What follows belongs to an exercise in optimizing a design on an open flow for small area, a short achievable clock period and few clock cycles; a production flow would make more cautious choices. RTL that was checked went through simulation tests only; none was proved equivalent to the original. Power is estimated from default activity; no workload was simulated.

==> flow/design.v <==
module boo_encoder (
  input  wire       clk,
  input  wire       rst,         
  input  wire       in_valid,
  output wire       in_ready,
  input  wire [7:0] in_data,
  input  wire       in_eof,
  input  wire       in_err,
  output wire       out_valid,
  input  wire       out_ready,
  output wire [7:0] out_data,
  input  wire       out_err,
  output wire [2:0] seq,
  output wire [1:0] err
);
  localparam [2:0] PH_HDR  = 3'b000,    
                   PH_HLF  = 3'b001,    
                   PH_DAT  = 3'b010,    
                   PH_TRL  = 3'b011,    
                   PH_DONE = 3'b110,
                   PH_ABR  = 3'b100,    
                   PH_ABW  = 3'b101;    
  localparam [7:0] CH_CR = 8'h0D, CH_LF = 8'h0A;
  reg  [2:0] ph;
  reg        p_lf, p_c3, p_z;   
  reg        ov;
  reg  [7:0] od;
  reg        g1, g2;            
  reg  [6:0] acc;               
  reg        n0, n1, n78;       
  reg  [5:0] col;               
  reg        w4, w2;            
  reg  [1:0] fill;              
  reg        hd_v, hd_e, hd_z;
  reg  [7:0] hd_b;
  reg        ir_v, ir_e, ir_z;
  reg  [7:0] ir_b;
  assign out_valid = ov;
  assign out_data  = od;
  assign seq = {ph[2] & ~ph[1], ph[2] & ph[1], ph[1]};
  assign err = {ph[2] & ~ph[1] & ph[0], ph[2] & ~ph[1] & ~ph[0]};
  assign in_ready = ~ir_v;
  wire slot     = ~ov | out_ready;
  wire out_fire = ov & out_ready;
  wire in_fire  = in_valid & in_ready;
  wire rd_fail  = in_fire & in_err;
  wire wr_fail  = out_fire & out_err;
  wire       src_v = hd_v;
  wire [7:0] sb    = hd_b;
  wire       kE    = hd_e;
  wire       kZ    = hd_z;                       
  wire       kN    = ~kE & ~kZ;
  wire hdr = (ph == PH_HDR);
  wire g0  = ~g1 & ~g2;
  wire pnd = p_lf | p_c3 | p_z;
  wire nb  = ~n0 & ~n1;                          
  wire f0  = (fill == 2'd0);
  wire b0  = ~hdr & g0;
  wire sil = kZ & b0 & (p_c3 | n0 | (nb & ~n78));
  wire s_lit  = ~hdr & ~g0;                                 
  wire s_run  = kZ & b0 & n1 & ~w2;                         
  wire s_cut  = kZ & b0 & n78;                              
  wire s_c0   = kN & b0 & n0 & ~w4;                         
  wire s_zl   = ~kZ & b0 & n1 & ~w4;                        
  wire s_tn   = ~kZ & b0 & nb;                              
  wire s_pad  = kE & b0 & n0 & ~f0 & ~w2;                   
  wire s_trl  = kE & b0 & n0 & f0;                          
  wire s_wrap = b0 & ((kZ & n1 & w2) | (kN & (n0 | n1) & w4) |
                      (kE & ((n1 & w4) | (n0 & ~f0 & w2))));
  wire s_hb   = hdr & ~kE;
  wire s_he   = hdr & kE;
  wire do_pend = pnd & slot;
  wire do_sil  = src_v & sil & (~p_c3 | slot);
  wire do_step = src_v & ~sil & ~pnd & slot;
  wire fin_step = (s_lit & ~kE) | s_run | s_cut | s_c0 | s_trl | s_hb | s_he;
  wire done     = do_sil | (do_step & fin_step);
  wire take     = ~hd_v | done;            
  wire [7:0] in_b = in_eof ? 8'h00 : in_data;
  wire       in_z = ~in_eof & (in_data == 8'h00);
  function [7:0] T(input [6:0] v);        
    T = {1'b0, v[6:4] + 3'd3, v[3:0]};
  endfunction
  wire [7:0] tv = ({8{p_c3}}               & T({1'b0, acc[5:0]})) |
                  ({8{~pnd & s_lit & g1}}  & T({1'b0, acc[1:0], sb[7:4]})) |
                  ({8{~pnd & s_lit & g2}}  & T({1'b0, acc[3:0], sb[7:6]})) |
                  ({8{~pnd & s_c0}}        & T({1'b0, sb[7:2]})) |
                  ({8{~pnd & s_tn}}        & T(acc)) |
                  ({8{~pnd & (s_run | s_cut | s_pad)}} & 8'h7E) |
                  ({8{p_z | (~pnd & s_zl)}} & 8'h30);
  wire       c_cr = ~pnd & (s_he | s_wrap | s_trl);
  wire [7:0] ch = p_lf         ? CH_LF :
                  c_cr         ? CH_CR :
                  (~pnd & s_hb) ? sb : tv;
  wire op_load = do_step & (s_lit | s_c0);
  wire op_inc  = (do_sil & ~p_c3) | (do_step & s_run);
  wire op_set1 = (do_sil & p_c3) | (do_step & s_cut);
  wire op_set0 = (do_pend & p_c3) | (do_step & (s_zl | s_tn));
  wire col_clr  = do_step & s_wrap;
  wire col_inc1 = do_step & (s_run | s_pad);
  wire col_inc2 = do_step & (s_c0 | s_zl);
  reg  [2:0] ph_n;
  always @* begin
    ph_n = ph;
    if (do_step & s_trl) ph_n = PH_TRL;
    if (do_step & s_he)  ph_n = PH_HLF;
    if (out_fire && !pnd) begin
      if (ph == PH_HLF && ph_n == PH_HLF) ph_n = PH_DAT;
      if (ph == PH_TRL) ph_n = PH_DONE;
    end
  end
  always @(posedge clk) begin
    if (rst) begin
      ph <= PH_HDR;
      ov <= 1'b0;
    end else if (wr_fail) begin
      ph <= PH_ABW;
      ov <= 1'b0;
    end else if (rd_fail) begin
      ph <= PH_ABR;
      ov <= 1'b0;
    end else if (ph[2]) begin
      ov <= 1'b0;                       
    end else begin
      ph <= ph_n;
      if (ph_n == PH_DONE) ov <= 1'b0;
      else if (slot) ov <= do_pend | do_step;
    end
  end
  always @(posedge clk) begin
    if (rst) begin
      p_lf   <= 1'b0;
      p_c3   <= 1'b0;
      p_z    <= 1'b0;
      g1     <= 1'b0;
      g2     <= 1'b0;
      acc    <= 7'd0;
      n0     <= 1'b1;
      n1     <= 1'b0;
      n78    <= 1'b0;
      col    <= 6'd0;
      w4     <= 1'b0;
      w2     <= 1'b0;
      fill   <= 2'd0;
      hd_v   <= 1'b0;
      ir_v   <= 1'b0;
    end else begin
      if (do_pend) begin
        p_lf <= 1'b0;
        p_c3 <= 1'b0;
        p_z  <= 1'b0;
      end
      if (do_step) begin
        if (s_lit & g2) p_c3 <= 1'b1;
        if (s_wrap | s_trl | s_he) p_lf <= 1'b1;
        if (s_pad) p_z <= 1'b1;
        if (s_lit) begin
          g1 <= g0;                     
          g2 <= g1;
        end
        if (s_c0 | s_zl) g1 <= 1'b1;
        if (s_lit & kE) fill <= g1 ? 2'd2 : (f0 ? 2'd1 : fill);
        if (s_pad) fill <= fill - 2'd1;
      end
      if (op_load) begin
        acc <= {1'b0, sb[5:0]};
      end else if (op_inc) begin
        acc <= acc + 7'd1;
        n0  <= 1'b0;
        n1  <= n0;
        n78 <= (acc == 7'd77);
      end else if (op_set1) begin
        acc <= 7'd1;
        n0  <= 1'b0;
        n1  <= 1'b1;
        n78 <= 1'b0;
      end else if (op_set0) begin
        acc <= 7'd0;
        n0  <= 1'b1;
        n1  <= 1'b0;
        n78 <= 1'b0;
      end
      if (col_clr) begin
        col <= 6'd0;
        w4  <= 1'b0;
        w2  <= 1'b0;
      end else if (col_inc1) begin
        col <= col + 6'd1;
        w4  <= (col >= 6'd34);
        w2  <= w4;
      end else if (col_inc2) begin
        col <= col + 6'd2;
        w4  <= (col >= 6'd33);
        w2  <= (col >= 6'd34);
      end
      if (take) hd_v <= ir_v | (in_fire & ~in_err);
      ir_v <= (ir_v & ~take) | (in_fire & ~in_err & ~(take & ~ir_v));
    end
  end
  always @(posedge clk) begin
    if (slot) od <= ch;
    if (take) begin
      hd_b <= ir_v ? ir_b : in_b;
      hd_e <= ir_v ? ir_e : in_eof;
      hd_z <= ir_v ? ir_z : in_z;
    end
    if (in_ready) begin
      ir_b <= in_b;
      ir_e <= in_eof;
      ir_z <= in_z;
    end
  end
endmodule
Settings: LEC_CHECK=0, CAP_MARGIN=20, CORE_MARGIN=2, CORE_UTILIZATION=40, SETUP_SLACK_MARGIN=2.5, SLEW_MARGIN=20; clock period 5.0 ns.
run.sh (not shown) runs the stock make flow with config.mk's settings and CLKGATE_MAP_FILE= SYNTH_SCRIPT=/design/flow/synth_recipe.tcl, a recipe that flattens the netlist after the stock synthesis.
The baseline passed the timing, design-rule and antenna checks.
Next try:
--- a/flow/design.v
+++ b/flow/design.v
@@ -29,28 +29,28 @@
   reg  [6:0] acc;               
   reg        n0, n1, n78;       
   reg  [5:0] col;               
   reg        w4, w2;            
   reg  [1:0] fill;              
-  reg        hd_v, hd_e, hd_z;
-  reg  [7:0] hd_b;
+  reg        hold_v, hold_e, hold_z;
+  reg  [7:0] hold_b;
   reg        ir_v, ir_e, ir_z;
   reg  [7:0] ir_b;
   assign out_valid = ov;
   assign out_data  = od;
   assign seq = {ph[2] & ~ph[1], ph[2] & ph[1], ph[1]};
   assign err = {ph[2] & ~ph[1] & ph[0], ph[2] & ~ph[1] & ~ph[0]};
-  assign in_ready = ~ir_v;
+  assign in_ready = ~(hold_v & ir_v);
   wire slot     = ~ov | out_ready;
   wire out_fire = ov & out_ready;
   wire in_fire  = in_valid & in_ready;
   wire rd_fail  = in_fire & in_err;
   wire wr_fail  = out_fire & out_err;
-  wire       src_v = hd_v;
-  wire [7:0] sb    = hd_b;
-  wire       kE    = hd_e;
-  wire       kZ    = hd_z;                       
+  wire       src_v = hold_v | ir_v;
+  wire [7:0] sb    = hold_v ? hold_b : ir_b;
+  wire       kE    = hold_v ? hold_e : ir_e;
+  wire       kZ    = hold_v ? hold_z : ir_z;     
   wire       kN    = ~kE & ~kZ;
   wire hdr = (ph == PH_HDR);
   wire g0  = ~g1 & ~g2;
   wire pnd = p_lf | p_c3 | p_z;
   wire nb  = ~n0 & ~n1;                          
@@ -72,23 +72,17 @@
   wire do_pend = pnd & slot;
   wire do_sil  = src_v & sil & (~p_c3 | slot);
   wire do_step = src_v & ~sil & ~pnd & slot;
   wire fin_step = (s_lit & ~kE) | s_run | s_cut | s_c0 | s_trl | s_hb | s_he;
   wire done     = do_sil | (do_step & fin_step);
-  wire take     = ~hd_v | done;            
-  wire [7:0] in_b = in_eof ? 8'h00 : in_data;
-  wire       in_z = ~in_eof & (in_data == 8'h00);
-  function [7:0] T(input [6:0] v);        
-    T = {1'b0, v[6:4] + 3'd3, v[3:0]};
-  endfunction
-  wire [7:0] tv = ({8{p_c3}}               & T({1'b0, acc[5:0]})) |
-                  ({8{~pnd & s_lit & g1}}  & T({1'b0, acc[1:0], sb[7:4]})) |
-                  ({8{~pnd & s_lit & g2}}  & T({1'b0, acc[3:0], sb[7:6]})) |
-                  ({8{~pnd & s_c0}}        & T({1'b0, sb[7:2]})) |
-                  ({8{~pnd & s_tn}}        & T(acc)) |
-                  ({8{~pnd & (s_run | s_cut | s_pad)}} & 8'h7E) |
-                  ({8{p_z | (~pnd & s_zl)}} & 8'h30);
+  wire [6:0] v = ({7{p_c3}}               & {1'b0, acc[5:0]}) |
+                 ({7{~pnd & s_lit & g1}}  & {1'b0, acc[1:0], sb[7:4]}) |
+                 ({7{~pnd & s_lit & g2}}  & {1'b0, acc[3:0], sb[7:6]}) |
+                 ({7{~pnd & s_c0}}        & {1'b0, sb[7:2]}) |
+                 ({7{~pnd & s_tn}}        & acc) |
+                 ({7{~pnd & (s_run | s_cut | s_pad)}} & 7'd78);
+  wire [7:0] tv = {1'b0, v[6:4] + 3'd3, v[3:0]};
   wire       c_cr = ~pnd & (s_he | s_wrap | s_trl);
   wire [7:0] ch = p_lf         ? CH_LF :
                   c_cr         ? CH_CR :
                   (~pnd & s_hb) ? sb : tv;
   wire op_load = do_step & (s_lit | s_c0);
@@ -139,11 +133,11 @@
       n78    <= 1'b0;
       col    <= 6'd0;
       w4     <= 1'b0;
       w2     <= 1'b0;
       fill   <= 2'd0;
-      hd_v   <= 1'b0;
+      hold_v <= 1'b0;
       ir_v   <= 1'b0;
     end else begin
       if (do_pend) begin
         p_lf <= 1'b0;
         p_c3 <= 1'b0;
@@ -190,23 +184,27 @@
       end else if (col_inc2) begin
         col <= col + 6'd2;
         w4  <= (col >= 6'd33);
         w2  <= (col >= 6'd34);
       end
-      if (take) hd_v <= ir_v | (in_fire & ~in_err);
-      ir_v <= (ir_v & ~take) | (in_fire & ~in_err & ~(take & ~ir_v));
+      if (hold_v) begin
+        if (done) hold_v <= 1'b0;
+      end else if (ir_v && !done) begin
+        hold_v <= 1'b1;
+      end
+      ir_v <= (in_fire & ~in_err) | (ir_v & hold_v);
     end
   end
   always @(posedge clk) begin
     if (slot) od <= ch;
-    if (take) begin
-      hd_b <= ir_v ? ir_b : in_b;
-      hd_e <= ir_v ? ir_e : in_eof;
-      hd_z <= ir_v ? ir_z : in_z;
+    if (!hold_v) begin
+      hold_b <= ir_b;
+      hold_e <= ir_e;
+      hold_z <= ir_z;
     end
     if (in_ready) begin
-      ir_b <= in_b;
+      ir_b <= in_eof ? 8'h00 : in_data;
       ir_e <= in_eof;
-      ir_z <= in_z;
+      ir_z <= ~in_eof & (in_data == 8'h00);
     end
   end
 endmodule
Effect: The new run produced a clean layout. Final area goes up by about 0.55%. Via count goes down by about 3%. Count of clock-buffer cells in the layout goes up by 2. Routed wire length goes up by 1.3%. Clock skew goes down by 3.7 ps.
Testbench counts after the change, summed over its fixed seeds: cycles 37,727.
Only the layout flow was run in the first run of this note; the RTL was not checked for function there.

========
== before ==
// boo_encoder: RTL as listed in full above, without the edits since
export LEC_CHECK = 0
export CAP_MARGIN = 20
export CORE_MARGIN = 2
export CORE_UTILIZATION = 40
export SETUP_SLACK_MARGIN = 2.8
export SLEW_MARGIN = 20
create_clock -name core_clock -period 5.0 [get_ports {clk}]
Relative to before, the following input files were edited for after:
--- a/flow/design.v
+++ b/flow/design.v
@@ -78,18 +78,14 @@
   wire [7:0] in_b = in_eof ? 8'h00 : in_data;
   wire       in_z = ~in_eof & (in_data == 8'h00);
-  function [7:0] T(input [6:0] v);        
-    T = {1'b0, v[6:4] + 3'd3, v[3:0]};
-  endfunction
-  wire [7:0] tv = ({8{p_c3}}               & T({1'b0, acc[5:0]})) |
-                  ({8{~pnd & s_lit & g1}}  & T({1'b0, acc[1:0], sb[7:4]})) |
-                  ({8{~pnd & s_lit & g2}}  & T({1'b0, acc[3:0], sb[7:6]})) |
-                  ({8{~pnd & s_c0}}        & T({1'b0, sb[7:2]})) |
-                  ({8{~pnd & s_tn}}        & T(acc)) |
-                  ({8{~pnd & (s_run | s_cut | s_pad)}} & 8'h7E) |
-                  ({8{p_z | (~pnd & s_zl)}} & 8'h30);
   wire       c_cr = ~pnd & (s_he | s_wrap | s_trl);
-  wire [7:0] ch = p_lf         ? CH_LF :
-                  c_cr         ? CH_CR :
-                  (~pnd & s_hb) ? sb : tv;
+  wire [6:0] v = ({7{p_lf}}              & 7'd90) |
+                 ({7{c_cr}}              & 7'd93) |
+                 ({7{p_c3}}              & {1'b0, acc[5:0]}) |
+                 ({7{~pnd & s_lit & g1}} & {1'b0, acc[1:0], sb[7:4]}) |
+                 ({7{~pnd & s_lit & g2}} & {1'b0, acc[3:0], sb[7:6]}) |
+                 ({7{~pnd & s_c0}}       & {1'b0, sb[7:2]}) |
+                 ({7{~pnd & s_tn}}       & acc) |
+                 ({7{~pnd & (s_run | s_cut | s_pad)}} & 7'd78);
+  wire [7:0] ch = (~pnd & s_hb) ? sb : {1'b0, v[6:4] + 3'd3, v[3:0]};
   wire op_load = do_step & (s_lit | s_c0);
   wire op_inc  = (do_sil & ~p_c3) | (do_step & s_run);
## What came out
Cell area | after vs before | after larger
Across both runs, fraction of the yosys area taken by sequential cells was higher for after than for before.
Detailed-route vias per instance shrinks slightly when moving from before to after.
Depth of the most critical reg-to-reg path ended up 3 higher on after than on before.
Looking at first element of the critical path, the ph[2] result is from before; the hd_e one comes from after.
Comparing before and after, the higher x dimension of the die is on before.
No run of this note included a check of the RTL's function; only the layout flow was run.

========
== rev 12 ==
boo_encoder, a different RTL version from the one above (not shown whole).
Size: about 390 cells after synthesis, about 3500 um^2 of cells after synthesis.
Settings: LEC_CHECK=0, CAP_MARGIN=20, CORE_MARGIN=2, CORE_UTILIZATION=60, SETUP_SLACK_MARGIN=2.8, SLEW_MARGIN=20, TNS_END_PERCENT=20; clock period 5.0 ns.
standard.sh (not shown) runs the stock make flow with config.mk's settings and CLKGATE_MAP_FILE= SYNTH_SCRIPT=/design/flow/synth_recipe.tcl, a recipe that flattens the netlist after the stock synthesis.
==> flow/flow/run.sh <==
#!/bin/bash
# The standard layout, with plain buffers (not delay cells) on the ports and
# a clock tree of larger sink clusters without dummy balancing loads.
set -euo pipefail
bash standard.sh 'BUFFER_PORTS_ARGS=-buffer_cell sky130_fd_sc_hd__buf_2' \
  'CTS_ARGS=-sink_clustering_enable -repair_clock_nets -dont_use_dummy_load -sink_clustering_size 30 -sink_clustering_max_diameter 200' \
  finish > standard_flow.log 2>&1
--- input diff rev 12..rev 13 ---
--- a/flow/design.v
+++ b/flow/design.v
@@ -102,15 +102,14 @@
                   ({4{c_tl}} & 4'h7) |
                   ({4{p_z | (~pnd & s_zl)}} & 4'h3);       
   wire [7:0] ch = (~pnd & s_hb) ? sb : {vu, vl};
   wire op_load = do_step & (s_lit | s_c0);
   wire op_inc  = (do_sil & ~p_c3) | (do_step & s_run);
   wire op_set1 = (do_sil & p_c3) | (do_step & s_cut);
   wire op_set0 = (do_pend & p_c3) | (do_step & (s_zl | s_tn));
-  wire [4:0] col_hi1 = col[5:1] + 5'd1;
   wire col_clr  = do_step & s_wrap;
   wire col_inc1 = do_step & (s_run | s_pad);
   wire col_inc2 = do_step & (s_c0 | s_zl);
   reg  [2:0] ph_n;
   always @* begin
     ph_n = ph;
     if (do_step & s_trl) ph_n = PH_TRL;
@@ -196,19 +195,19 @@
         n78 <= 1'b0;
       end
       if (col_clr) begin
         col <= 6'd0;
         w4  <= 1'b0;
         w2  <= 1'b0;
       end else if (col_inc1) begin
-        col <= col[0] ? {col_hi1, 1'b0} : {col[5:1], 1'b1};
+        col <= col + 6'd1;
         w4  <= (col >= 6'd34);
         w2  <= w4;
       end else if (col_inc2) begin
-        col <= {col_hi1, col[0]};
+        col <= col + 6'd2;
         w4  <= (col >= 6'd33);
         w2  <= (col >= 6'd34);
       end
       if (take) hd_v <= ir_v | (in_fire & ~in_err);
       ir_v <= (ir_v & ~take) | (in_fire & ~in_err & ~(take & ~ir_v));
     end
   end
## What came out
Rev 13 went all the way through synthesis, placement and routing and the layout is clean on timing, DRC and antenna.
Total of plain and repair buffers excluding clock buffers: rev 13 < rev 12
Diff rev 12 -> rev 13: global-route wire length before repair lost about 3.5%; post-CTS setup repair buffer count lost 1; simple-gate area share of the yosys netlist picked up an extra 2.9 points; core utilization lost 2.5 points; power per cell area lost 8.4%.
The maximum clock frequency of rev 13 falls short of that of rev 12 by 0.57%.
Of the two values seen for critical path endpoint, err[0] was produced by rev 13 and hd_e$_DFFE_PP_ by rev 12.
Routed length on met1: rev 13 vs rev 12 down 6.0%
Testbench counts of rev 13, summed over its fixed seeds: cycles 37,727.
Function not checked in rev 12: the RTL went through the layout flow alone.

==> what the ideal ports hide <==
In the flow no input, the clock included, has a driving cell. The finished layouts below were timed again as built, in two steps. Step 1 (the two cells are an assumption about what drives the block):
set clk [get_ports {clk}]
set_driving_cell -lib_cell sky130_fd_sc_hd__clkbuf_16 $clk
set_driving_cell -lib_cell sky130_fd_sc_hd__buf_2 [delete_from_list [all_inputs] $clk]
Step 2, shift: input delay + t, output delay - t, t = (earliest + latest rising clock arrival at the registers) / 2. This alone moves slack from input paths to output paths. Slacks: no drivers / after step 1 / after step 2; pairs: no drivers / after step 1.
run | shift t [ns] | setup slack, ns | worst setup path after step 2 | clock arrival spread, ns
the first run of note 1 | 0.372 | 2.575 / 2.545 / 2.278 | input to register | 0.014 / 0.014
the second run of note 1 | 0.372 | 2.569 / 2.561 / 2.189 | input to register | 0.010 / 0.010
before | 0.373 | 2.808 / 2.808 / 2.548 | input to register | 0.012 / 0.012
after | 0.379 | 2.794 / 2.794 / 2.439 | input to register | 0.009 / 0.009
rev 12 | 0.364 | 2.773 / 2.777 / 2.412 | input to register | 0.019 / 0.019
rev 13 | 0.360 | 2.761 / 2.732 / 2.511 | input to register | 0.022 / 0.023
After both steps setup and hold are still met in every run listed. The setup slack of the second run of note 1, which loses most, moves by -0.008 ns with the drivers and by -0.380 ns with both steps.
